Source: an optimization exercise on an open RTL-to-GDS flow (aim: small area, a short achievable clock period and few clock cycles per item). Production flows keep margins and buffers that such runs may drop. In this exercise RTL edits were held to simulation tests only and were not proved equivalent to the original. Power is estimated from default activity; no workload was simulated.

v56:
## pn532_codec
module pn532_codec (
    input  wire       clk,
    input  wire       rst,
    input  wire [7:0] in_data,
    input  wire       in_valid,
    output wire       in_ready,
    output wire [7:0] out_data,
    output wire       out_valid,
    output wire       out_last,
    output wire       out_fault,
    input  wire       out_ready
);
    localparam I_IDLE = 0;    
    localparam I_TAIL = 1;    
    localparam I_LEN  = 2;    
    localparam I_DATA = 3;    
    localparam I_SKIP = 4;    
    localparam I_DPRE = 5;    
    localparam I_DLCS = 6;    
    localparam I_DTFI = 7;    
    localparam I_DRC  = 8;    
    localparam I_DPAY = 9;    
    localparam I_DST  = 10;   
    localparam I_ECMD = 11;   
    localparam I_ELEN = 12;   
    localparam I_EPAY = 13;   
    localparam I_EH1  = 14;   
    localparam I_EH2  = 15;   
    localparam I_EH3  = 16;   
    localparam I_EH4  = 17;   
    localparam I_EH5  = 18;   
    localparam I_EH6  = 19;   
    localparam I_LO   = 20;   
    localparam I_RES  = 21;   
    localparam NS     = 22;
    reg [NS-1:0] st;
    reg [1:0]  mode;
    reg [7:0]  rem;
    reg [15:0] acc;
    reg        f1, f4;
    reg [7:0]  o_data;
    reg        o_valid, o_last, o_fault;
  ...
export LEC_CHECK = 0
export CAP_MARGIN = 20
export CORE_MARGIN = 2
export CORE_UTILIZATION = 40
export SETUP_SLACK_MARGIN = 2.45
export SLEW_MARGIN = 20
create_clock -name core_clock -period 5.0 [get_ports {clk}]
standard.sh (not shown) runs the stock make flow with config.mk's settings and CLKGATE_MAP_FILE= SYNTH_SCRIPT=/design/flow/synth_recipe.tcl, a recipe that flattens the netlist after the stock synthesis.
==> flow/flow/run.sh <==
#!/bin/bash
set -euo pipefail
export BUFFER_PORTS_ARGS="-buffer_cell sky130_fd_sc_hd__buf_4"
bash standard.sh > standard_flow.log 2>&1
Testbench counts of v56, summed over its fixed seeds: cycles 78,497, items 1,920.
For v54, these inputs were changed with respect to v56:
# v56
export LEC_CHECK = 0
export CAP_MARGIN = 20
export CORE_MARGIN = 2
export CORE_UTILIZATION = 40
export SETUP_SLACK_MARGIN = 2.45
export SLEW_MARGIN = 20
create_clock -name core_clock -period 5.0 [get_ports {clk}]
# v54
export LEC_CHECK = 0
export CAP_MARGIN = 20
export CORE_MARGIN = 2
export CORE_UTILIZATION = 40
export SETUP_SLACK_MARGIN = 2.5
export SLEW_MARGIN = 20
create_clock -name core_clock -period 5.0 [get_ports {clk}]
==> results.txt <==
- v54 went all the way through synthesis, placement and routing and the layout is clean on timing, DRC and antenna.
- Summary of v54 over v56: number of standard cells in the final layout excluding fillers up 3; first-iteration DRC count up about 9%; worst path setup slack after routing up 0.0071 ns; net load switching power up about 3.3%.
The following lists how v40 was set up differently from v54:
# v54
export LEC_CHECK = 0
export CAP_MARGIN = 20
export CORE_MARGIN = 2
export CORE_UTILIZATION = 40
export SETUP_SLACK_MARGIN = 2.5
export SLEW_MARGIN = 20
create_clock -name core_clock -period 5.0 [get_ports {clk}]
# v40
export LEC_CHECK = 0
export CAP_MARGIN = 20
export CORE_MARGIN = 2
export CORE_UTILIZATION = 40
export SETUP_SLACK_MARGIN = 2.4
export SLEW_MARGIN = 20
create_clock -name core_clock -period 5.0 [get_ports {clk}]
Notes after the runs:
- v40: PASS, flow complete, no timing, DRC or antenna violations
- Relative to v54, via count decreased by 0.65% in v40.
- Delta (v40 minus v54): count of buffers from port buffering ~0 delta, worst-path maximum fanout increased 1, peak ir drop on the vdd network fell by 4.2%.
- Compared to v54, v40 has combinational share of power 0.3 points lower.
- Summary — cell area after placement, v40 relative to v54: lower, by about 1%.
- Between v54 and v40, the count of clock-buffer cells in the layout is higher for v40.

========
north:
Starting RTL as in the previous note.
Settings: LEC_CHECK=0, CAP_MARGIN=20, CORE_MARGIN=2, CORE_UTILIZATION=40, SETUP_SLACK_MARGIN=2.5, SLEW_MARGIN=20; clock period 5.0 ns.
==> flow/flow/run.sh <==
#!/bin/bash
set -euo pipefail
export BUFFER_PORTS_ARGS="-buffer_cell sky130_fd_sc_hd__buf_2"
bash standard.sh > standard_flow.log 2>&1
Testbench counts of north, summed over its fixed seeds: cycles 78,497, items 1,920.
Input changes introduced in south (baseline for comparison: north):
- SETUP_SLACK_MARGIN now 2.0, was 2.5
==> flow/flow/run.sh <==
#!/bin/bash
set -euo pipefail
export BUFFER_PORTS_ARGS="-buffer_cell sky130_fd_sc_hd__buf_4"
bash standard.sh > standard_flow.log 2>&1
### Flow results
Against north as the reference, south delivers a higher fraction of area in clock buffers and inverters. Between north and south, proportion of power drawn by flip-flops and latches is lower for north, south comes in above that. Diff north -> south: length of routed wiring on met1 rose by 1.4%, global-route usage neither gained nor lost much.
What east does differently from south at the input level:
- TNS_END_PERCENT newly set to 30
- SETUP_SLACK_MARGIN changed from 2.0 to 2.5
Findings:
The hold slack in east was lower than what south gave.
Changes observed in east relative to south: setup clock skew after layout held steady, multi-input gate area in the final layout now sits higher, combinational share of power up 1.2 points, wire length of the first global-routing pass picked up an extra 460 um.
When east is set beside south, its multi-input gate share of total cell area turns out to be 0.57 points smaller.
Between east and south, the reported clock group power is lower for south.
Power of east exceeds that of south slightly.
Inputs modified between east and west:
- CAP_MARGIN now 0, was 20
- SLEW_MARGIN now 0, was 20
- TNS_END_PERCENT no longer set, was 30
Results
Summary of west over east: source-to-sink clock delay at the later pin of the worst-skew pair level, switching power as a share of total power moved up, design area moved up, worst reg-to-reg setup slack moved up. As far as final weighted congestion in routability-driven placement is concerned, west and east perform about the same. west: PASS, flow complete, no timing, DRC or antenna violations. No stage failed in east, and the final checks on the layout all came back clean. Re minimum clock period after layout: east and west aren't equal, and the higher value belongs to east. Looking at east and west, the logic gate share of total power is a wash.

========
pn532_codec again, from the RTL that the note above started with.
Settings: LEC_CHECK=0, CAP_MARGIN=20, CORE_MARGIN=2, CORE_UTILIZATION=40, SETUP_SLACK_MARGIN=2.0, SLEW_MARGIN=20; clock period 5.0 ns.
run.sh (not shown) runs the stock make flow with config.mk's settings and CLKGATE_MAP_FILE= SYNTH_SCRIPT=/design/flow/synth_recipe.tcl, a recipe that flattens the netlist after the stock synthesis.
Stock flow here: none of the scripts above is used.
Testbench counts at the start, summed over its fixed seeds: cycles 78,497, items 1,920.
Edit:
==> flow/flow/run.sh (new file) <==
#!/bin/bash
set -euo pipefail
export BUFFER_PORTS_ARGS="-buffer_cell sky130_fd_sc_hd__buf_4"
bash standard.sh > standard_flow.log 2>&1
==> flow/standard.sh (new file) <==
#!/bin/bash
# synth_recipe.tcl (not shown) runs the flow's synth.tcl, then flattens the netlist and writes it again
# the make line also repeats each setting of config.mk as NAME=value (left out here)
make -C /OpenROAD-flow-scripts/flow DESIGN_CONFIG=/design/flow/config.mk WORK_HOME=/design/flow/orfs CLKGATE_MAP_FILE= SYNTH_SCRIPT=/design/flow/synth_recipe.tcl "${@:-finish}"
CORE_UTILIZATION = 55   (was 40)
SETUP_SLACK_MARGIN = 2.5   (was 2.0)
removed: flow/run.sh
Clock-buffer cell count grows by 2.
Sequential share of layout area shrinks by 0.52 points.
Routed wire length shrinks slightly.
Synthesized area stays the same.
Edit:
CORE_UTILIZATION = 40   (was 55)
SETUP_SLACK_MARGIN = 3.0   (was 2.5)
Outcome: The changed run ran to the end with no violations. Wire length rises by 21%. Power came out higher by 23%. Cell area is higher by 29%. Via count came out higher by 12%. Count of clock-buffer cells in the layout is lower by 1. Worst setup slack is better by 0.039 ns. Clock power rises by 35%. Maximum frequency climbs by 1.6%.
Edit:
SETUP_SLACK_MARGIN = 2.8   (was 3.0)
The changed run ran to the end with no violations.
Design area fell by 4.7%.
Synthesized area does not change.
Wire length went down by 4.6%.
Combinational power falls by 7.0%.
Critical path depth does not change.
Power shrinks by 1.5%.
Global-route usage shrinks by 1.1 points.

[static timing again, ports no longer ideal]
In the flow no input, the clock included, has a driving cell. The finished layouts below were timed again as built, in two steps. Step 1, drivers: a clkbuf_16 drives clk and a buf_2 each remaining input, both assumed. Step 2 also shifts input and output timing later by t, the mid clock arrival at the registers, as if the neighbouring blocks saw the same clock. Three values: no drivers, after step 1, after step 2; two values: the first two.
run	t (ns)	setup slack, ns	worst setup path after step 2	worst slew at a driven data input, ns
v56	0.380	2.467 / 2.428 / 2.111	input to register	0.06
v54	0.380	2.474 / 2.443 / 2.120	input to register	0.06
v40	0.377	2.408 / 2.384 / 2.140	input to register	0.04
north	0.372	2.471 / 2.440 / 2.141	input to register	0.06
south	0.384	2.156 / 2.141 / 1.787	input to register	0.03
east	0.374	2.471 / 2.440 / 2.130	input to register	0.06
west	0.380	2.475 / 2.443 / 2.104	input to register	0.06
the first run of note 3	0.378	2.090 / 2.081 / 1.732	input to register	0.03
the second run of note 3	0.389	2.471 / 2.440 / 2.127	input to register	0.06
the third run of note 3	0.379	2.510 / 2.479 / 2.163	input to register	0.07
the fourth run of note 3	0.373	2.512 / 2.480 / 2.125	input to register	0.06
After both steps setup and hold are still met in every run listed. For the fourth run of note 3, which loses most, drivers alone change the setup slack by -0.032 ns; drivers and shift together by -0.387 ns.
